From an optimization exercise on the open Yosys and OpenROAD flow, aimed at small area; shortcuts taken in it are not production practice.
Where RTL was checked, it was by simulation tests only, not by an equivalence proof against the original.
For runs 2 to 4, only the layout was checked, not whether the RTL still works.
Power and IR drop assume default switching activity.

File: design/flow/config.mk
export PLATFORM = sky130hd
export DESIGN_NAME = jtag_spi_bridge
export DESIGN_NICKNAME = jtag_spi_bridge
export VERILOG_FILES = /design/flow/design.v
export SDC_FILE = /design/flow/constraint.sdc
export NUM_CORES = 4
export LEC_CHECK = 0
export CAP_MARGIN = 20
export CORE_MARGIN = 2
export CORE_UTILIZATION = 40
export CTS_BUF_LIST = sky130_fd_sc_hd__clkbuf_8 sky130_fd_sc_hd__clkbuf_16
export SLEW_MARGIN = 20
File: design/flow/constraint.sdc
create_clock -name core_clock -period 10.0 [get_ports {tck}]
set_input_delay 2.0000 -clock core_clock [delete_from_list [all_inputs] [get_ports {tck}]]
set_output_delay 2.0000 -clock core_clock [all_outputs]
set_load 0.01 [all_outputs]
File: design/flow/design.v
module jtag_spi_detector (
    input  wire tck,
    input  wire p_rstn,      
    input  wire p_rti1,      
    input  wire p_ce,        
    input  wire p_shift,     
    output wire sel,
    output wire selected_capture,
    output wire selected_shift
);
    localparam WAIT = 1'b0;
    localparam HELD = 1'b1;
    reg det;
    reg selected;
    always @(posedge tck) begin
        if (!p_rstn) begin
            det      <= WAIT;
            selected <= 1'b0;
        end else if (det == WAIT) begin
            if (p_rti1) begin
                det      <= HELD;
                selected <= p_rti1;
            end else begin
                det      <= WAIT;
                selected <= 1'b0;
            end
        end
    end
    assign sel              = selected;
    assign selected_capture = selected & p_ce & ~p_shift;
    assign selected_shift   = selected & p_shift;
endmodule
module jtag_spi_fsm #(
    parameter W = 16
) (
    input  wire tck,
    input  wire selected_capture,    
    input  wire selected_shift,
    input  wire tdi,
    input  wire miso,
    output wire mosi,
    output wire cs_n,
    output wire tdo
);
    localparam HW = (W > 1) ? $clog2(W) : 1;
    localparam [1:0] IDLE     = 2'd0;
    localparam [1:0] HEADER   = 2'd1;
    localparam [1:0] TRANSFER = 2'd2;
    localparam [HW-1:0] HEAD_INIT = W - 1;
    reg [1:0]    fsm;
    reg [HW-1:0] head;    
    reg [W-1:0]  bits;    
    reg          mosi_q;
    reg          csn_q;
    reg          tdo_q;
    wire [W-1:0] acc_next = {bits[W-2:0], tdi};
    always @(posedge tck) begin
        if (selected_capture) begin
            fsm  <= IDLE;
            head <= HEAD_INIT;
        end else begin
            case (fsm)
                IDLE: begin
                    if (selected_shift && tdi) begin
                        fsm  <= HEADER;
                        head <= HEAD_INIT;
                        bits <= {bits[W-2:0], 1'b1};
                    end
                end
                HEADER: begin
                    if (head <= 1) begin
                        head <= HEAD_INIT;
                        if (acc_next == 0) begin
                            fsm  <= IDLE;
                            bits <= 0;
                        end else begin
                            fsm  <= TRANSFER;
                            bits <= acc_next;
                        end
                    end else begin
                        head <= head - 1'b1;
                        bits <= acc_next;
                    end
                end
                TRANSFER: begin
                    if (bits <= 1) begin
                        fsm  <= IDLE;
                        bits <= 0;
                    end else begin
                        bits <= bits - 1'b1;
                    end
                end
                default: begin
                    fsm <= IDLE;
                end
            endcase
        end
    end
    always @(posedge tck) begin
        mosi_q <= tdi;
        csn_q  <= (fsm != TRANSFER);
    end
    always @(negedge tck) begin
        tdo_q <= miso;
    end
    assign mosi = mosi_q;
    assign cs_n = csn_q;
    assign tdo  = tdo_q;
endmodule
module jtag_spi_bridge (
    input  wire tck,
    input  wire tdi,
    input  wire p_shift,
    input  wire p_ce,
    input  wire p_rstn,
    input  wire p_rti1,
    output wire tdo,
    input  wire miso,
    output wire cs_n,
    output wire mosi,
    output wire spi_oe,      
    output wire wp_n,
    output wire hold_n
);
    wire sel;
    wire selected_capture;
    wire selected_shift;
    jtag_spi_detector u_det (
        .tck              (tck),
        .p_rstn           (p_rstn),
        .p_rti1           (p_rti1),
        .p_ce             (p_ce),
        .p_shift          (p_shift),
        .sel              (sel),
        .selected_capture (selected_capture),
        .selected_shift   (selected_shift)
    );
    jtag_spi_fsm #(.W(16)) u_fsm (
        .tck              (tck),
        .selected_capture (selected_capture),
        .selected_shift   (selected_shift),
        .tdi              (tdi),
        .miso             (miso),
        .mosi             (mosi),
        .cs_n             (cs_n),
        .tdo              (tdo)
    );
    assign spi_oe = sel;
    assign wp_n   = 1'b1;
    assign hold_n = 1'b1;
endmodule
File: design/flow/run.sh
#!/bin/bash
# synth_recipe.tcl (not shown) runs the flow's synth.tcl, then flattens the netlist and writes it again
# the make line also repeats each setting of config.mk as NAME=value (left out here)
make -C /OpenROAD-flow-scripts/flow DESIGN_CONFIG=/design/flow/config.mk WORK_HOME=/design/flow/orfs CLKGATE_MAP_FILE= SYNTH_SCRIPT=/design/flow/synth_recipe.tcl finish
==> run_summary.xml, run 1 <==
<?xml version="1.0" encoding="UTF-8"?>
<metrics>
  <group name="placement">
    <metric name="dp_hpwl" unit="mm">2.18</metric>
    <metric name="port_buffers" unit="">10</metric>
    <metric name="gp_congestion" unit="">0.749</metric>
    <metric name="dpl.cell_count" unit="">219</metric>
  </group>
  <group name="clocking">
    <metric name="clockBufferDepth" unit="">2</metric>
    <metric name="cts_root_buf" unit="">clkbuf_8</metric>
    <metric name="holdBufCountCts" unit="">0</metric>
    <metric name="tritoncts" unit="">done</metric>
    <metric name="tritoncts.num_buffers" unit="">3</metric>
    <metric name="cts.htree.levels" unit="">1</metric>
    <metric name="worstSkewPairLatency" unit="ns">0.27</metric>
    <metric name="setup_fix_bufs_post_cts" unit="">0</metric>
    <metric name="clkTransAtPathRegs" unit="ns">0.08</metric>
    <metric name="post_cts_resize_count" unit="">0</metric>
    <metric name="clock-sinks" unit="">27</metric>
  </group>
  <group name="global_route">
    <metric name="global_route.usage.total" unit="">0.155</metric>
    <metric name="first_pass_grt_wire_length" unit="mm">5.26</metric>
    <metric name="grt_busiest_layer" unit="">met2</metric>
    <metric name="grt.overflow.total" unit="">0</metric>
    <metric name="grt_util_met3" unit="">0.0204</metric>
    <metric name="grt_max_degree" unit="">17</metric>
    <metric name="first_global_vias" unit="">1191</metric>
    <metric name="met2_capacity_usage_during_global_routing" unit="">0.274</metric>
    <metric name="gr_util_met1" unit="">0.184</metric>
    <metric name="antenna_found_initial" unit="">0</metric>
  </group>
  <group name="route">
    <metric name="drt.antenna.violating_nets" unit="">0</metric>
    <metric name="detailroute.via_count" unit="">1168</metric>
    <metric name="first_pass_iters" unit="">4</metric>
    <metric name="detail_route.wl_per_cell" unit="um">13.2</metric>
    <metric name="detail_route.vias_per_cell" unit="">5.21</metric>
    <metric name="remaining_drc_errors" unit="">0</metric>
    <metric name="initial_drc_count" unit="">53</metric>
    <metric name="detail_route.wirelength" unit="mm">2.96</metric>
  </group>
  <group name="synth">
    <metric name="synthesis.area" unit="sq um">1550</metric>
    <metric name="ys.flop_type" unit="">edfxtp_1</metric>
    <metric name="synthesized_instance_count" unit="">166</metric>
    <metric name="yosys-top-cells-count" unit="">nand2_1 (27), edfxtp_1 (16), inv_1 (12)</metric>
    <metric name="post_synth_num_cell_types" unit="">37</metric>
    <metric name="syn_area_per_cell" unit="sq um">9.32</metric>
    <metric name="post_synth_edffs" unit="">16</metric>
    <metric name="post-synth-top-count-cell" unit="">nand2_1</metric>
    <metric name="ys_ff_latch" unit="">27</metric>
    <metric name="postSynth.asyncResetShare" unit="">0</metric>
    <metric name="fraction_of_the_yosys_area_taken_by_sequential_cells" unit="">0.453</metric>
    <metric name="yosys_warnings" unit="">2</metric>
    <metric name="synth_top_area_share" unit="">0.310</metric>
    <metric name="synth.largest_area_cell" unit="">edfxtp_1</metric>
    <metric name="ys_top_cells_by_area" unit="">edfxtp_1 (31%), dfxtp_1 (14%), nand2_1 (6.5%), ha_1 (6.5%), o21ai_1 (3.6%)</metric>
  </group>
  <group name="final_layout">
    <metric name="syn_to_layout_area_delta" unit="%">11.6</metric>
    <metric name="finish.utilization" unit="">0.468</metric>
    <metric name="n_antenna_cell" unit="">0</metric>
    <metric name="fillCellCount" unit="">381</metric>
    <metric name="instances_no_fill" unit="">224</metric>
    <metric name="final_nets" unit="">192</metric>
    <metric name="layout_cells_sized_above_1" unit="">0.0398</metric>
  </group>
  <group name="power_and_ir_drop">
    <metric name="p_clk_frac" unit="">0.113</metric>
    <metric name="leakage_power" unit="nW">0.711</metric>
    <metric name="p_sw_frac" unit="">0.415</metric>
    <metric name="cellPowerDensity" unit="nW/um^2">317</metric>
    <metric name="pwr-share-comb" unit="">0.433</metric>
    <metric name="internal_power" unit="uW">321</metric>
    <metric name="vdd_ir_drop_max" unit="mV">0.110</metric>
    <metric name="switchingPower" unit="uW">227</metric>
    <metric name="seq_power_share" unit="">0.454</metric>
  </group>
  <group name="worst_setup_path">
    <metric name="worst_setup_path_startpoint" unit="">u_fsm.tdo_q</metric>
    <metric name="timing.critical_path.from_type" unit="">register</metric>
    <metric name="critical-path-max-stage-delay" unit="ns">0.53</metric>
    <metric name="arrival" unit="ns">6.17</metric>
    <metric name="worst-r2r-setup-slack" unit="ns">7.45</metric>
    <metric name="worst_r2r_endpoint" unit="">u_fsm.bits[3]</metric>
    <metric name="critPathMaxFanout" unit="">1</metric>
    <metric name="worst-endpoint-required" unit="ns">8.00</metric>
    <metric name="critical_path.cell_chain" unit="">clkdlybuf4s50_1</metric>
    <metric name="timing_worst_setup_path_type" unit="">reg2out</metric>
    <metric name="cp_num_buf_inv" unit="">1</metric>
    <metric name="crit_path_end_kind" unit="">output port</metric>
    <metric name="reg2reg_depth" unit="">6</metric>
    <metric name="crit_slowest_cell" unit="">clkdlybuf4s50_1</metric>
    <metric name="regToRegStartpoint" unit="">u_fsm.bits[10]</metric>
    <metric name="cpLargestDelayFamily" unit="">buffers and inverters</metric>
  </group>
  <group name="timing">
    <metric name="setup-tns-final" unit="ns">0</metric>
    <metric name="total_count_of_max_transition_violations_in_the_final_report" unit="">0</metric>
    <metric name="hold-worst-slack" unit="ns">0.452</metric>
    <metric name="grt_setup_unrepaired" unit="">false</metric>
    <metric name="max_slew.worst_pin.slew" unit="ns">0.715</metric>
    <metric name="finalSetupViolCount" unit="">0</metric>
    <metric name="max-slew-margin-rel" unit="">0.519</metric>
    <metric name="final_hold_viol_count" unit="">0</metric>
    <metric name="worst_clock_skew" unit="ns">0.00612</metric>
  </group>
  <group name="outcome">
    <metric name="outcome" unit="">complete, no violations</metric>
  </group>
  <group name="min_path">
    <metric name="worstHoldStart" unit="">u_det.det</metric>
    <metric name="whs_path_depth" unit="">1</metric>
    <metric name="min_path_type" unit="">reg2reg</metric>
    <metric name="holdPathEnd" unit="">u_det.selected</metric>
  </group>
  <group name="job">
    <metric name="max_cap_viols" unit="">0</metric>
  </group>
  <group name="die">
    <metric name="area_of_the_die" unit="sq um">4380</metric>
    <metric name="ios" unit="">13</metric>
    <metric name="die_y" unit="um">66.2</metric>
    <metric name="die-width" unit="um">66.2</metric>
    <metric name="std_cell_rows" unit="">22</metric>
    <metric name="initial_core_util" unit="">0.420</metric>
    <metric name="design.core.area" unit="sq um">3690</metric>
  </group>
</metrics>
-- per-stage QoR --
stage	instance area (sq um)	power [mW]	setup WS (ns)
floorplan	1550	0.431	2.67
global placement	1680	0.478	2.18
detailed placement	1680	0.492	2.19
CTS	1720	0.555	1.82
global route	1730	0.600	1.80
finish	1730	0.548	1.83
-- cell usage in the layout (no fill, tap or decap), types with 3 or more instances in the layout --
cell / count
a21o_1: 4
a21oi_1: 8
and3_1: 4
clkbuf_8: 3
clkdlybuf4s50_1: 10
dfxtp_1: 11
edfxtp_1: 16
ha_1: 8
inv_1: 13
mux2i_1: 5
nand2_1: 27
nand3_1: 3
nor2_1: 9
nor3_1: 4
o211ai_1: 4
o21ai_0: 5
o21ai_1: 11
xnor2_1: 5
xor2_1: 4
-- cell type report --
cell class	count	area, sq um	share of cell area
multi-input cells	121	762	0.441
well taps	48	60.1	0.0348
flip-flops and latches	27	701	0.406
clock buffers	3	41.3	0.0239
clock inverters	2	7.51	0.00434
inverters	11	41.3	0.0239
repair buffers	12	115	0.0666
-- cells by family after synthesis --
family	share of synthesized area
xor gates and xnor gates	0.0509
and+or+nand+nor	0.169
adders and majority gates	0.0647
DFF	0.453
buffers and inverters	0.0574
other	0.00242
muxes	0.0396
AOI/OAI and AO/OA	0.163
-- how the worst max path moves through the flow --
| stage | end | slack [ns] | cells past startpoint |
|---|---|---|---|
| 3_3_place_gp | tdo | 2.18 | 1 |
| 4_1_cts | tdo | 1.82 | 1 |
| 6_report | tdo | 1.83 | 1 |
| 2_1_floorplan | tdo | 2.67 | 0 |
| 5_1_grt | tdo | 1.80 | 1 |
| 3_5_place_dp | tdo | 2.19 | 1 |
-- state kept, by name, summed over array words and instances, names as in the netlist --
name            cells
u_fsm.bits         16
u_fsm.csn_q         1
u_fsm.head          4
u_fsm.mosi_q        1
u_fsm.tdo_q         1
u_fsm.fsm           2
u_det.selected      1
u_det.det           1
-- power by group through the flow --
| stage | combinational [mW] | sequential, mW | clock, mW |
|---|---|---|---|
| final | 0.237 | 0.249 | 0.0620 |
| after global routing | 0.272 | 0.259 | 0.0693 |
| after CTS | 0.242 | 0.249 | 0.0651 |
| after detailed placement | 0.240 | 0.251 | 0.00125 |
| after global placement | 0.229 | 0.248 | 0.00125 |
| after floorplan | 0.199 | 0.231 | 0.00125 |
-- layer usage --
layer  vias to the layer above  routed length, um
met5                         -                  0
met4                         0                 65
met3                         7                 40
met2                         9               1490
met1                       552               1370
li1                        600                  -
==> inputs of run 2 (changes only) <==
==> design/flow/design.v (replaced) <==
module jtag_spi_bridge (
    input  wire tck,
    input  wire tdi,
    input  wire p_shift,
    input  wire p_ce,
    input  wire p_rstn,
    input  wire p_rti1,
    output wire tdo,
    input  wire miso,
    output wire cs_n,
    output wire mosi,
    output wire spi_oe,      
    output wire wp_n,
    output wire hold_n
);
    reg selected;
    always @(posedge tck)
        selected <= p_rstn & (selected | p_rti1);
    wire selected_capture = selected & p_ce & ~p_shift;
    wire selected_shift   = selected & p_shift;
    reg        xfer;      
    reg [15:0] bits;      
    reg        mosi_q;
    reg        csn_q;
    reg        tdo_q;
    wire busy   = |bits[14:1];
    wire hdr    = busy | bits[0];                
    wire last   = bits[0] & ~busy & ~bits[15];   
    wire sin    = tdi & (selected_shift | hdr);
    always @(posedge tck) begin
        if (selected_capture) begin
            xfer <= 1'b0;
            bits <= 16'd0;
        end else if (xfer) begin
            if (last) xfer <= 1'b0;
            bits <= bits - 1'b1;
        end else begin
            if (bits[14]) xfer <= 1'b1;
            bits <= {bits[14:0], sin};
        end
    end
    always @(posedge tck) begin
        mosi_q <= tdi;
        csn_q  <= ~xfer;
    end
    always @(negedge tck)
        tdo_q <= miso;
    assign spi_oe = selected;
    assign mosi   = mosi_q;
    assign cs_n   = csn_q;
    assign tdo    = tdo_q;
    assign wp_n   = 1'b1;
    assign hold_n = 1'b1;
endmodule
--- a/design/flow/config.mk
+++ b/design/flow/config.mk
@@ -8,5 +8,5 @@
 export CAP_MARGIN = 20
 export CORE_MARGIN = 2
 export CORE_UTILIZATION = 40
-export CTS_BUF_LIST = sky130_fd_sc_hd__clkbuf_8 sky130_fd_sc_hd__clkbuf_16
+export CTS_BUF_LIST = sky130_fd_sc_hd__clkbuf_2 sky130_fd_sc_hd__clkbuf_4
 export SLEW_MARGIN = 20
==> run 2 against run 1 <==
  * Sequential share of layout area is 3.9 points lower
  * Cell count is 30% lower
  * Combinational power is 54% lower
  * Cell area is 34% lower
  * Sequential power is 32% lower
==> run_summary.xml, run 2 <==
<?xml version="1.0" encoding="UTF-8"?>
<metrics>
  <group name="global_route">
    <metric name="first_pass_grt_wire_length" unit="mm">3.42</metric>
    <metric name="grt.overflow.total" unit="">0</metric>
    <metric name="global_route.usage.total" unit="">0.162</metric>
    <metric name="antenna_found_initial" unit="">0</metric>
    <metric name="first_global_vias" unit="">782</metric>
    <metric name="grt_max_degree" unit="">22</metric>
  </group>
  <group name="worst_setup_path">
    <metric name="timing_worst_setup_path_type" unit="">reg2out</metric>
    <metric name="critical-path-max-stage-delay" unit="ns">0.52</metric>
    <metric name="worst-endpoint-required" unit="ns">8.00</metric>
    <metric name="critPathMaxFanout" unit="">1</metric>
    <metric name="timing.critical_path.from_type" unit="">register</metric>
    <metric name="cp_num_buf_inv" unit="">1</metric>
    <metric name="crit_slowest_cell" unit="">clkdlybuf4s50_1</metric>
    <metric name="crit_path_end_kind" unit="">output port</metric>
    <metric name="arrival" unit="ns">6.17</metric>
    <metric name="critical_path.cell_chain" unit="">clkdlybuf4s50_1</metric>
    <metric name="cpLargestDelayFamily" unit="">buffers and inverters</metric>
  </group>
  <group name="final_layout">
    <metric name="most-common-layout-cells" unit="">dfxtp_1 (21), o21ai_0 (13), nor2_1 (10), clkdlybuf4s50_1 (10)</metric>
    <metric name="largest_register_ffs" unit="">16</metric>
    <metric name="layout_cells_sized_above_1" unit="">0.0873</metric>
    <metric name="n_antenna_cell" unit="">0</metric>
    <metric name="top_register" unit="">bits</metric>
    <metric name="finish.utilization" unit="">0.472</metric>
    <metric name="syn_to_layout_area_delta" unit="%">13.1</metric>
    <metric name="layout_commonest_cell" unit="">dfxtp_1</metric>
    <metric name="final_nets" unit="">135</metric>
  </group>
  <group name="synth">
    <metric name="synthesis.area" unit="sq um">1020</metric>
    <metric name="syn_area_per_cell" unit="sq um">8.54</metric>
    <metric name="fraction_of_the_yosys_area_taken_by_sequential_cells" unit="">0.414</metric>
    <metric name="post-synth-top-count-cell" unit="">dfxtp_1</metric>
    <metric name="ys_top_cells_by_area" unit="">dfxtp_1 (41%), o21ai_0 (6.4%), nor2_1 (3.7%), a21oi_1 (3.0%), mux2i_1 (3.0%)</metric>
    <metric name="ys.flop_type" unit="">dfxtp_1</metric>
    <metric name="post_synth_edffs" unit="">0</metric>
    <metric name="yosys_warnings" unit="">1</metric>
    <metric name="yosys-top-cells-count" unit="">dfxtp_1 (21), o21ai_0 (13), nor2_1 (10)</metric>
    <metric name="synthesized_instance_count" unit="">119</metric>
    <metric name="ys_ff_latch" unit="">21</metric>
    <metric name="synth.largest_area_cell" unit="">dfxtp_1</metric>
    <metric name="synth_top_area_share" unit="">0.414</metric>
    <metric name="postSynth.asyncResetShare" unit="">0</metric>
    <metric name="post_synth_num_cell_types" unit="">43</metric>
  </group>
  <group name="die">
    <metric name="std_cell_rows" unit="">18</metric>
    <metric name="design.core.area" unit="sq um">2430</metric>
    <metric name="die_y" unit="um">54.4</metric>
    <metric name="initial_core_util" unit="">0.418</metric>
    <metric name="die-width" unit="um">54.4</metric>
    <metric name="area_of_the_die" unit="sq um">2960</metric>
    <metric name="ios" unit="">13</metric>
  </group>
  <group name="power_and_ir_drop">
    <metric name="p_sw_frac" unit="">0.396</metric>
    <metric name="leakage_power" unit="nW">0.452</metric>
    <metric name="pwr-share-comb" unit="">0.340</metric>
    <metric name="switchingPower" unit="uW">128</metric>
    <metric name="vdd_ir_drop_max" unit="mV">0.136</metric>
    <metric name="seq_power_share" unit="">0.522</metric>
    <metric name="total_power" unit="uW">324</metric>
    <metric name="p_clk_frac" unit="">0.138</metric>
    <metric name="internal_power" unit="uW">196</metric>
    <metric name="cellPowerDensity" unit="nW/um^2">282</metric>
  </group>
  <group name="timing">
    <metric name="grt_setup_unrepaired" unit="">false</metric>
    <metric name="hold-worst-slack" unit="ns">0.520</metric>
    <metric name="total_count_of_max_transition_violations_in_the_final_report" unit="">0</metric>
    <metric name="final_hold_viol_count" unit="">0</metric>
    <metric name="finalSetupViolCount" unit="">0</metric>
    <metric name="setup-tns-final" unit="ns">0</metric>
    <metric name="setup_ws" unit="ns">1.83</metric>
    <metric name="max-slew-margin-rel" unit="">0.383</metric>
    <metric name="worst_clock_skew" unit="ns">0.00427</metric>
    <metric name="max_slew.worst_pin.slew" unit="ns">0.913</metric>
  </group>
  <group name="clocking">
    <metric name="cts.htree.levels" unit="">1</metric>
    <metric name="clkTransAtPathRegs" unit="ns">0.11</metric>
    <metric name="clockBufferDepth" unit="">2</metric>
    <metric name="setup_fix_bufs_post_cts" unit="">0</metric>
    <metric name="worstSkewPairLatency" unit="ns">0.30</metric>
    <metric name="post_cts_resize_count" unit="">0</metric>
    <metric name="tritoncts.num_buffers" unit="">3</metric>
    <metric name="clock-sinks" unit="">21</metric>
    <metric name="holdBufCountCts" unit="">0</metric>
    <metric name="cts_root_buf" unit="">clkbuf_4</metric>
    <metric name="tritoncts" unit="">done</metric>
  </group>
  <group name="route">
    <metric name="first_pass_iters" unit="">4</metric>
    <metric name="detail_route.wirelength" unit="mm">2.08</metric>
    <metric name="detailroute.via_count" unit="">885</metric>
    <metric name="detail_route.wl_per_cell" unit="um">13.3</metric>
    <metric name="highest_signal_layer_in_the_routed_design" unit="">met4</metric>
    <metric name="detail_route.vias_per_cell" unit="">5.67</metric>
    <metric name="dr_wl_met3" unit="um">85</metric>
    <metric name="initial_drc_count" unit="">12</metric>
    <metric name="drt.antenna.violating_nets" unit="">0</metric>
    <metric name="remaining_drc_errors" unit="">0</metric>
    <metric name="met2WireLength" unit="um">968</metric>
    <metric name="m1WireLength" unit="mm">1.00</metric>
  </group>
  <group name="placement">
    <metric name="port_buffers" unit="">10</metric>
    <metric name="gp_congestion" unit="">0.739</metric>
    <metric name="dpl_worst_slack" unit="ns">2.19</metric>
    <metric name="dp_hpwl" unit="mm">1.42</metric>
  </group>
  <group name="min_path">
    <metric name="min_path_type" unit="">reg2reg</metric>
  </group>
  <group name="job">
    <metric name="max_cap_viols" unit="">0</metric>
  </group>
  <group name="outcome">
    <metric name="outcome" unit="">complete, no violations</metric>
  </group>
</metrics>
run 2: changes by cell type after synthesis, moves of 4 or more:
cell,previous run,this run
xor2_1,4,0
and3_1,4,0
inv_1,12,7
ha_1,8,1
o21ai_1,11,0
dfxtp_1,11,21
o21ai_0,5,13
edfxtp_1,16,0
nand2_1,27,7
run 2: cells by family (layout without fill, tap and decap cells):
family / Yosys count / after routing / synth area share
AOI/OAI and AO/OA: 38 / 38 / 0.241
xor gates and xnor gates: 2 / 2 / 0.0172
adders and majority gates: 1 / 1 / 0.0123
buffers and inverters: 15 / 21 / 0.0640
DFF: 21 / 21 / 0.414
muxes: 3 / 3 / 0.0296
other: 1 / 2 / 0.00369
and+or+nand+nor: 38 / 38 / 0.218
run 2: area by class of cell:
type                            count  area (sq um)
Clock inverter                      1          3.75
Fill cell                         255          1280
Multi-Input combinational cell     84           534
Timing Repair Buffer               10           100
Clock buffer                        4          30.0
Sequential cell                    21           420
Tap cell                           30          37.5
Inverter                            6          22.5
run 2: path summary, 6_finish.rpt:
check,cells after the start,start,endpoint,slack (ns)
hold / removal,2,bits[14],bits[15],0.52
hold reg to reg,2,bits[14],bits[15],0.52
setup reg to reg,6,bits[0],bits[12],7.94
setup / recovery,1,tdo_q,tdo,1.83
run 2: power by group through the flow:
stage | sequential, mW | clock, mW | combinational, mW
6_report | 0.169 | 0.0448 | 0.110
2_1_floorplan | 0.157 | 0.00125 | 0.0935
3_5_place_dp | 0.170 | 0.00125 | 0.110
3_3_place_gp | 0.169 | 0.00125 | 0.106
4_1_cts | 0.168 | 0.0467 | 0.111
5_1_grt | 0.175 | 0.0516 | 0.126
run 2: stage by stage:
step / area (sq um) / instances
3_3_place_gp: 1120 / 152
5_1_grt: 1150 / 156
2_1_floorplan: 1020 / 120
3_5_place_dp: 1120 / 152
4_1_cts: 1150 / 156
6_report: 1150 / 156
run 2: worst reg2reg max path, cell delays in order, from the launching register on:
cell and delay, ns:
dfxtp_1 0.38, inv_1 0.08, ha_1 0.19, nor4b_1 0.76, nand3_1 0.24, o221ai_1 0.22
a31oi_1 0.06
run 2: metal layers:
metal	vias to the layer above	track usage
met5	-	0
met4	0	0.0500
met3	4	0.0574
met2	21	0.269
met1	419	0.195
li1	441	-
==> inputs of run 3 (changes only) <==
--- a/design/flow/config.mk
+++ b/design/flow/config.mk
@@ -5,6 +5,7 @@
 export SDC_FILE = /design/flow/constraint.sdc
 export NUM_CORES = 4
 export LEC_CHECK = 0
+export ABC_AREA = 1
 export CAP_MARGIN = 20
 export CORE_MARGIN = 2
 export CORE_UTILIZATION = 40
==> run 3 against run 2 <==
  * Critical endpoint unchanged
  * Setup slack lost 0.021 ns
  * Register-to-register slack gained 0.29 ns
  * Non-clock buffer count is the same
  * Still clean
  * Cell count grew 44%
  * Sequential power shrank 2%
  * Power grew 18%
==> run_summary.xml, run 3 <==
<?xml version="1.0" encoding="UTF-8"?>
<metrics>
  <group name="outcome">
    <metric name="outcome" unit="">complete, no violations</metric>
  </group>
  <group name="worst_setup_path">
    <metric name="critPathMaxFanout" unit="">1</metric>
    <metric name="timing.critical_path.from_type" unit="">register</metric>
    <metric name="critical-path-max-stage-delay" unit="ns">0.53</metric>
    <metric name="cpLargestDelayFamily" unit="">buffers and inverters</metric>
    <metric name="critical_path.cell_chain" unit="">clkdlybuf4s50_1</metric>
    <metric name="worst-endpoint-required" unit="ns">8.00</metric>
    <metric name="crit_path_end_kind" unit="">output port</metric>
    <metric name="arrival" unit="ns">6.19</metric>
    <metric name="cp_num_buf_inv" unit="">1</metric>
    <metric name="timing_worst_setup_path_type" unit="">reg2out</metric>
    <metric name="crit_slowest_cell" unit="">clkdlybuf4s50_1</metric>
  </group>
  <group name="power_and_ir_drop">
    <metric name="vdd_ir_drop_max" unit="mV">0.124</metric>
    <metric name="cellPowerDensity" unit="nW/um^2">288</metric>
    <metric name="leakage_power" unit="nW">0.688</metric>
    <metric name="total_power" unit="uW">382</metric>
  </group>
  <group name="clocking">
    <metric name="cts.htree.levels" unit="">1</metric>
    <metric name="clockBufferDepth" unit="">2</metric>
    <metric name="clock-sinks" unit="">21</metric>
    <metric name="tritoncts" unit="">done</metric>
    <metric name="post_cts_resize_count" unit="">0</metric>
    <metric name="holdBufCountCts" unit="">0</metric>
    <metric name="worstSkewPairLatency" unit="ns">0.31</metric>
    <metric name="clkTransAtPathRegs" unit="ns">0.12</metric>
    <metric name="tritoncts.num_buffers" unit="">3</metric>
    <metric name="cts_root_buf" unit="">clkbuf_4</metric>
    <metric name="setup_fix_bufs_post_cts" unit="">0</metric>
  </group>
  <group name="route">
    <metric name="detailroute.via_count" unit="">1075</metric>
    <metric name="detail_route.wl_per_cell" unit="um">11.4</metric>
    <metric name="detail_route.vias_per_cell" unit="">4.80</metric>
    <metric name="remaining_drc_errors" unit="">0</metric>
    <metric name="initial_drc_count" unit="">27</metric>
    <metric name="detail_route.wirelength" unit="mm">2.55</metric>
    <metric name="first_pass_iters" unit="">4</metric>
    <metric name="drt.antenna.violating_nets" unit="">0</metric>
  </group>
  <group name="synth">
    <metric name="post_synth_num_cell_types" unit="">26</metric>
    <metric name="synthesis.area" unit="sq um">1200</metric>
    <metric name="synth.largest_area_cell" unit="">dfxtp_1</metric>
    <metric name="arithmetic_cell_share_of_the_synthesized_area_counting_full_adders_half_adders_and_majority_gates" unit="">0.0104</metric>
    <metric name="ys_top_cells_by_area" unit="">dfxtp_1 (35%), nand2_1 (14%), inv_1 (8.4%), nor2_1 (8.4%), nand3_1 (5.4%)</metric>
    <metric name="area_share_of_xor_xnor_cells_in_the_synthesized_design" unit="">0.0146</metric>
    <metric name="yosys_warnings" unit="">1</metric>
    <metric name="post_synth_edffs" unit="">0</metric>
    <metric name="post-synth-top-count-cell" unit="">nand2_1</metric>
    <metric name="yosys-top-cells-count" unit="">nand2_1 (44), inv_1 (27), nor2_1 (27)</metric>
    <metric name="ys.flop_type" unit="">dfxtp_1</metric>
    <metric name="syn_area_per_cell" unit="sq um">6.53</metric>
    <metric name="ys_ff_latch" unit="">21</metric>
    <metric name="synth_top_area_share" unit="">0.350</metric>
    <metric name="fraction_of_the_yosys_area_taken_by_sequential_cells" unit="">0.350</metric>
    <metric name="postSynth.asyncResetShare" unit="">0</metric>
    <metric name="synth_compound_gate_area_share" unit="">0.104</metric>
    <metric name="yosys.area_share.simple" unit="">0.388</metric>
    <metric name="yosys-mux-area-fraction" unit="">0</metric>
    <metric name="synth_top_family_by_area" unit="">simple AND/OR/NAND/NOR gates</metric>
    <metric name="synthesized_instance_count" unit="">184</metric>
  </group>
  <group name="global_route">
    <metric name="antenna_found_initial" unit="">0</metric>
    <metric name="first_global_vias" unit="">995</metric>
    <metric name="grt.overflow.total" unit="">0</metric>
    <metric name="global_route.usage.total" unit="">0.163</metric>
    <metric name="grt_max_degree" unit="">19</metric>
    <metric name="first_pass_grt_wire_length" unit="mm">4.26</metric>
  </group>
  <group name="timing">
    <metric name="max-slew-margin-rel" unit="">0.435</metric>
    <metric name="total_count_of_max_transition_violations_in_the_final_report" unit="">0</metric>
    <metric name="setup-tns-final" unit="ns">0</metric>
    <metric name="max_slew.worst_pin.slew" unit="ns">0.844</metric>
    <metric name="grt_setup_unrepaired" unit="">false</metric>
    <metric name="finalSetupViolCount" unit="">0</metric>
    <metric name="setup_ws" unit="ns">1.81</metric>
    <metric name="hold-worst-slack" unit="ns">0.539</metric>
    <metric name="worst_clock_skew" unit="ns">0.00560</metric>
    <metric name="final_hold_viol_count" unit="">0</metric>
  </group>
  <group name="die">
    <metric name="area_of_the_die" unit="sq um">3460</metric>
    <metric name="design.core.area" unit="sq um">2810</metric>
    <metric name="initial_core_util" unit="">0.429</metric>
    <metric name="ios" unit="">13</metric>
    <metric name="die-width" unit="um">58.8</metric>
    <metric name="die_y" unit="um">58.8</metric>
    <metric name="std_cell_rows" unit="">19</metric>
  </group>
  <group name="placement">
    <metric name="dp_hpwl" unit="mm">1.87</metric>
    <metric name="dpl.cell_count" unit="">220</metric>
    <metric name="dpl_worst_slack" unit="ns">2.18</metric>
    <metric name="post_dp_cell_area" unit="sq um">1300</metric>
    <metric name="port_buffers" unit="">10</metric>
    <metric name="gp_congestion" unit="">0.776</metric>
  </group>
  <group name="job">
    <metric name="max_cap_viols" unit="">0</metric>
  </group>
  <group name="final_layout">
    <metric name="final_nets" unit="">202</metric>
    <metric name="syn_to_layout_area_delta" unit="%">10.4</metric>
    <metric name="n_antenna_cell" unit="">0</metric>
    <metric name="top_register" unit="">bits</metric>
    <metric name="most-common-layout-cells" unit="">nand2_1 (44), inv_1 (28), nor2_1 (27)</metric>
    <metric name="instances_no_fill" unit="">224</metric>
    <metric name="final_area" unit="sq um">1330</metric>
    <metric name="layout_commonest_cell" unit="">nand2_1</metric>
    <metric name="fillCellCount" unit="">297</metric>
    <metric name="layout_cells_sized_above_1" unit="">0.0984</metric>
    <metric name="largest_register_ffs" unit="">16</metric>
    <metric name="finish.utilization" unit="">0.473</metric>
  </group>
  <group name="min_path">
    <metric name="min_path_type" unit="">reg2reg</metric>
  </group>
</metrics>
[run 3: path summary, 6_finish.rpt]
kind                            startpoint  slack, ns  endpoint  depth (start not counted)
worst max register to register    selected       8.23  bits[10]                          5
worst min-delay path              selected       0.54  selected                          1
worst min register to register    selected       0.54  selected                          1
worst max-delay path                 tdo_q       1.81       tdo                          1
[run 3: report_power, final]
part	switching, mW	internal [mW]	leakage [nW]
sequential	0.0433	0.122	0.177
clock	0.0279	0.0151	0.0245
combinational	0.108	0.0656	0.487
total	0.180	0.203	0.688
[run 3: layout make-up]
cell class | instances | area [sq um] | area share
multi-input combinational | 128 | 629 | 0.474
sequential | 21 | 420 | 0.317
inverter | 29 | 109 | 0.0820
timing repair buffer | 10 | 100 | 0.0754
tap | 31 | 38.8 | 0.0292
clock buffer | 3 | 22.5 | 0.0170
clock inverter | 2 | 7.51 | 0.00566
[run 3: logic make-up (layout without fill, tap and decap cells)]
group                      Yosys count  count (layout)
other                                1               2
xor gates and xnor gates             2               2
DFF                                 21              21
and+or+nand+nor                    100             100
buffers and inverters               36              44
AOI/OAI and AO/OA                   23              23
adders and majority gates            1               1
[run 3: routing by layer]
metal / GRT usage / vias to the layer above / part of all wire
met2: 0.283 / 22 / 0.48
met3: 0.0198 / 4 / 0.038
li1: - / 581 / -
met5: 0 / - / 0
met4: 0.0584 / 0 / 0.012
met1: 0.207 / 468 / 0.47
==> inputs of run 4 (changes only) <==
==> design/flow/config.mk (replaced) <==
export PLATFORM = sky130hd
export DESIGN_NAME = jtag_spi_bridge
export DESIGN_NICKNAME = jtag_spi_bridge
export VERILOG_FILES = /design/flow/design.v
export SDC_FILE = /design/flow/constraint.sdc
export NUM_CORES = 4
export LEC_CHECK = 0
export CAP_MARGIN = 20
export CORE_MARGIN = 2
export CORE_UTILIZATION = 40
export CTS_BUF_LIST = sky130_fd_sc_hd__clkbuf_8 sky130_fd_sc_hd__clkbuf_16
export SLEW_MARGIN = 20
==> run 4 against run 3 <==
  * Still clean on timing, DRC and antenna
  * Synthesized area decreased by 16%
  * Non-clock buffer count unchanged
  * Count of clock-buffer cells in the layout unchanged
  * Global-route usage increased by 0.078 points
  * Register-to-register slack got worse by 0.29 ns
  * Critical path depth unchanged
  * Combinational power decreased by 37%
  * Setup slack improved by 0.059 ns
  * First-iteration DRC count decreased by 44%
  * Power decreased by 13%
  * Hold slack got worse by 0.025 ns
==> run_summary.xml, run 4 <==
<?xml version="1.0" encoding="UTF-8"?>
<metrics>
  <group name="outcome">
    <metric name="outcome" unit="">complete, no violations</metric>
  </group>
  <group name="min_path">
    <metric name="min_path_type" unit="">reg2reg</metric>
    <metric name="holdPathEnd" unit="">bits[15]</metric>
    <metric name="worstHoldStart" unit="">bits[14]</metric>
    <metric name="whs_path_depth" unit="">2</metric>
  </group>
  <group name="die">
    <metric name="std_cell_rows" unit="">18</metric>
    <metric name="initial_core_util" unit="">0.418</metric>
    <metric name="die-width" unit="um">54.4</metric>
    <metric name="design.core.area" unit="sq um">2430</metric>
    <metric name="ios" unit="">13</metric>
    <metric name="area_of_the_die" unit="sq um">2960</metric>
    <metric name="die_y" unit="um">54.4</metric>
  </group>
  <group name="placement">
    <metric name="post_dp_cell_area" unit="sq um">1120</metric>
    <metric name="dpl.cell_count" unit="">152</metric>
    <metric name="dp_hpwl" unit="mm">1.42</metric>
    <metric name="port_buffers" unit="">10</metric>
    <metric name="gp_congestion" unit="">0.739</metric>
  </group>
  <group name="global_route">
    <metric name="first_pass_grt_wire_length" unit="mm">3.46</metric>
    <metric name="grt.overflow.total" unit="">0</metric>
    <metric name="first_global_vias" unit="">797</metric>
    <metric name="global_route.usage.total" unit="">0.164</metric>
    <metric name="grt_max_degree" unit="">22</metric>
    <metric name="antenna_found_initial" unit="">0</metric>
  </group>
  <group name="clocking">
    <metric name="cts_root_buf" unit="">clkbuf_8</metric>
    <metric name="setup_fix_bufs_post_cts" unit="">0</metric>
    <metric name="post_cts_resize_count" unit="">0</metric>
    <metric name="clkTransAtPathRegs" unit="ns">0.07</metric>
    <metric name="clockBufferDepth" unit="">2</metric>
    <metric name="tritoncts" unit="">done</metric>
    <metric name="worstSkewPairLatency" unit="ns">0.26</metric>
    <metric name="cts.htree.levels" unit="">1</metric>
    <metric name="tritoncts.num_buffers" unit="">3</metric>
    <metric name="holdBufCountCts" unit="">0</metric>
    <metric name="clock-sinks" unit="">21</metric>
  </group>
  <group name="synth">
    <metric name="postSynth.asyncResetShare" unit="">0</metric>
    <metric name="post_synth_edffs" unit="">0</metric>
    <metric name="synth.largest_area_cell" unit="">dfxtp_1</metric>
    <metric name="synthesized_instance_count" unit="">119</metric>
    <metric name="synth_top_area_share" unit="">0.414</metric>
    <metric name="yosys-top-cells-count" unit="">dfxtp_1 (21), o21ai_0 (13), nor2_1 (10)</metric>
    <metric name="post-synth-top-count-cell" unit="">dfxtp_1</metric>
    <metric name="syn_area_per_cell" unit="sq um">8.54</metric>
    <metric name="post_synth_num_cell_types" unit="">43</metric>
    <metric name="yosys_warnings" unit="">1</metric>
    <metric name="ys_top_cells_by_area" unit="">dfxtp_1 (41%), o21ai_0 (6.4%), nor2_1 (3.7%), a21oi_1 (3.0%), mux2i_1 (3.0%)</metric>
    <metric name="synthesis.area" unit="sq um">1020</metric>
    <metric name="fraction_of_the_yosys_area_taken_by_sequential_cells" unit="">0.414</metric>
    <metric name="ys_ff_latch" unit="">21</metric>
    <metric name="ys.flop_type" unit="">dfxtp_1</metric>
  </group>
  <group name="final_layout">
    <metric name="top_register" unit="">bits</metric>
    <metric name="syn_to_layout_area_delta" unit="%">14.5</metric>
    <metric name="instances_no_fill" unit="">156</metric>
    <metric name="final_nets" unit="">135</metric>
    <metric name="most-common-layout-cells" unit="">dfxtp_1 (21), o21ai_0 (13), nor2_1 (10), clkdlybuf4s50_1 (10), inv_1 (8)</metric>
    <metric name="largest_register_ffs" unit="">16</metric>
    <metric name="n_antenna_cell" unit="">0</metric>
    <metric name="fillCellCount" unit="">256</metric>
    <metric name="layout_cells_sized_above_1" unit="">0.0794</metric>
    <metric name="final_area" unit="sq um">1160</metric>
    <metric name="layout_commonest_cell" unit="">dfxtp_1</metric>
  </group>
  <group name="route">
    <metric name="initial_drc_count" unit="">15</metric>
    <metric name="detailroute.via_count" unit="">859</metric>
    <metric name="first_pass_iters" unit="">4</metric>
    <metric name="remaining_drc_errors" unit="">0</metric>
    <metric name="detail_route.wirelength" unit="mm">2.05</metric>
    <metric name="detail_route.vias_per_cell" unit="">5.51</metric>
    <metric name="drt.antenna.violating_nets" unit="">0</metric>
    <metric name="detail_route.wl_per_cell" unit="um">13.2</metric>
    <metric name="m1WireLength" unit="mm">1.02</metric>
    <metric name="dr_wl_met3" unit="um">38</metric>
    <metric name="highest_signal_layer_in_the_routed_design" unit="">met4</metric>
    <metric name="met2WireLength" unit="um">969</metric>
  </group>
  <group name="worst_setup_path">
    <metric name="worst-endpoint-required" unit="ns">8.00</metric>
    <metric name="critical_path.cell_chain" unit="">clkdlybuf4s50_1</metric>
    <metric name="critical-path-max-stage-delay" unit="ns">0.52</metric>
    <metric name="timing.critical_path.from_type" unit="">register</metric>
    <metric name="worst_r2r_endpoint" unit="">bits[12]</metric>
    <metric name="critPathMaxFanout" unit="">1</metric>
    <metric name="arrival" unit="ns">6.13</metric>
    <metric name="crit_slowest_cell" unit="">clkdlybuf4s50_1</metric>
    <metric name="cp_num_buf_inv" unit="">1</metric>
    <metric name="worst-r2r-setup-slack" unit="ns">7.94</metric>
    <metric name="timing_worst_setup_path_type" unit="">reg2out</metric>
    <metric name="reg2reg_depth" unit="">6</metric>
    <metric name="cpLargestDelayFamily" unit="">buffers and inverters</metric>
    <metric name="regToRegStartpoint" unit="">bits[0]</metric>
    <metric name="crit_path_end_kind" unit="">output port</metric>
  </group>
  <group name="timing">
    <metric name="final_hold_viol_count" unit="">0</metric>
    <metric name="worst_clock_skew" unit="ns">0.00105</metric>
    <metric name="setup-tns-final" unit="ns">0</metric>
    <metric name="total_count_of_max_transition_violations_in_the_final_report" unit="">0</metric>
    <metric name="grt_setup_unrepaired" unit="">false</metric>
    <metric name="max_slew.worst_pin.slew" unit="ns">0.927</metric>
    <metric name="finalSetupViolCount" unit="">0</metric>
    <metric name="hold-worst-slack" unit="ns">0.514</metric>
    <metric name="max-slew-margin-rel" unit="">0.374</metric>
  </group>
  <group name="job">
    <metric name="max_cap_viols" unit="">0</metric>
  </group>
  <group name="power_and_ir_drop">
    <metric name="seq_power_share" unit="">0.506</metric>
    <metric name="switchingPower" unit="uW">129</metric>
    <metric name="vdd_ir_drop_max" unit="mV">0.181</metric>
    <metric name="p_sw_frac" unit="">0.386</metric>
    <metric name="cellPowerDensity" unit="nW/um^2">287</metric>
    <metric name="internal_power" unit="uW">205</metric>
    <metric name="p_clk_frac" unit="">0.164</metric>
    <metric name="leakage_power" unit="nW">0.460</metric>
    <metric name="pwr-share-comb" unit="">0.330</metric>
  </group>
</metrics>
==> run 4: cell count changes after synthesis, sizes merged, moves of 5 or more <==
cell,delta
nor2,-26
nand2,-40
a21oi,-7
inv,-23
clkbuf,+5
nand3,-9
o21ai,+5
==> run 4: worst max-delay path by stage <==
| stage | start | endpoint | slack (ns) | cells past startpoint |
|---|---|---|---|---|
| 4_1_cts | tdo_q | tdo | 1.85 | 1 |
| 3_3_place_gp | tdo_q | tdo | 2.19 | 1 |
| 5_1_grt | tdo_q | tdo | 1.80 | 1 |
| 3_5_place_dp | tdo_q | tdo | 2.19 | 1 |
| 6_report | tdo_q | tdo | 1.87 | 1 |
| 2_1_floorplan | tdo_q | tdo | 2.67 | 0 |
==> run 4: cells by family (layout without fill, tap and decap cells) <==
logic type | after synthesis | count (layout) | share of synthesized area
buffers and inverters | 15 | 21 | 0.0640
adders and majority gates | 1 | 1 | 0.0123
muxes | 3 | 3 | 0.0296
DFF | 21 | 21 | 0.414
AOI/OAI and AO/OA | 38 | 38 | 0.241
xor gates and xnor gates | 2 | 2 | 0.0172
other | 1 | 2 | 0.00369
and+or+nand+nor | 38 | 38 | 0.218
==> run 4: routing by layer <==
metal / up-vias / global-route usage
met3: 4 / 0.0574
met2: 4 / 0.273
li1: 444 / -
met5: - / 0
met4: 0 / 0.0500
met1: 407 / 0.196
==> run 4: layout make-up <==
type | count | area, sq um | share of cell area
multi-input cells | 84 | 534 | 0.459
flip-flops and latches | 21 | 420 | 0.361
repair buffers | 10 | 100 | 0.0860
clock buffers | 3 | 41.3 | 0.0355
well taps | 30 | 37.5 | 0.0323
inverters | 6 | 22.5 | 0.0194
clock inverters | 2 | 7.51 | 0.00645
==> run 4: power by group through the flow <==
stage	clock network [mW]	registers, mW	logic (mW)
after CTS	0.0572	0.168	0.111
after floorplan	0.00125	0.157	0.0935
after detailed placement	0.00125	0.170	0.110
final	0.0547	0.169	0.110
after global routing	0.0621	0.175	0.126
after global placement	0.00125	0.169	0.106
==> run 4: per-stage QoR <==
step | total power, mW | util | setup WS, ns
after floorplan | 0.252 | - | 2.67
after global placement | 0.276 | 0.460 | 2.19
after detailed placement | 0.282 | 0.460 | 2.19
after CTS | 0.336 | 0.478 | 1.85
after global routing | 0.363 | 0.478 | 1.80
final | 0.334 | 0.478 | 1.87
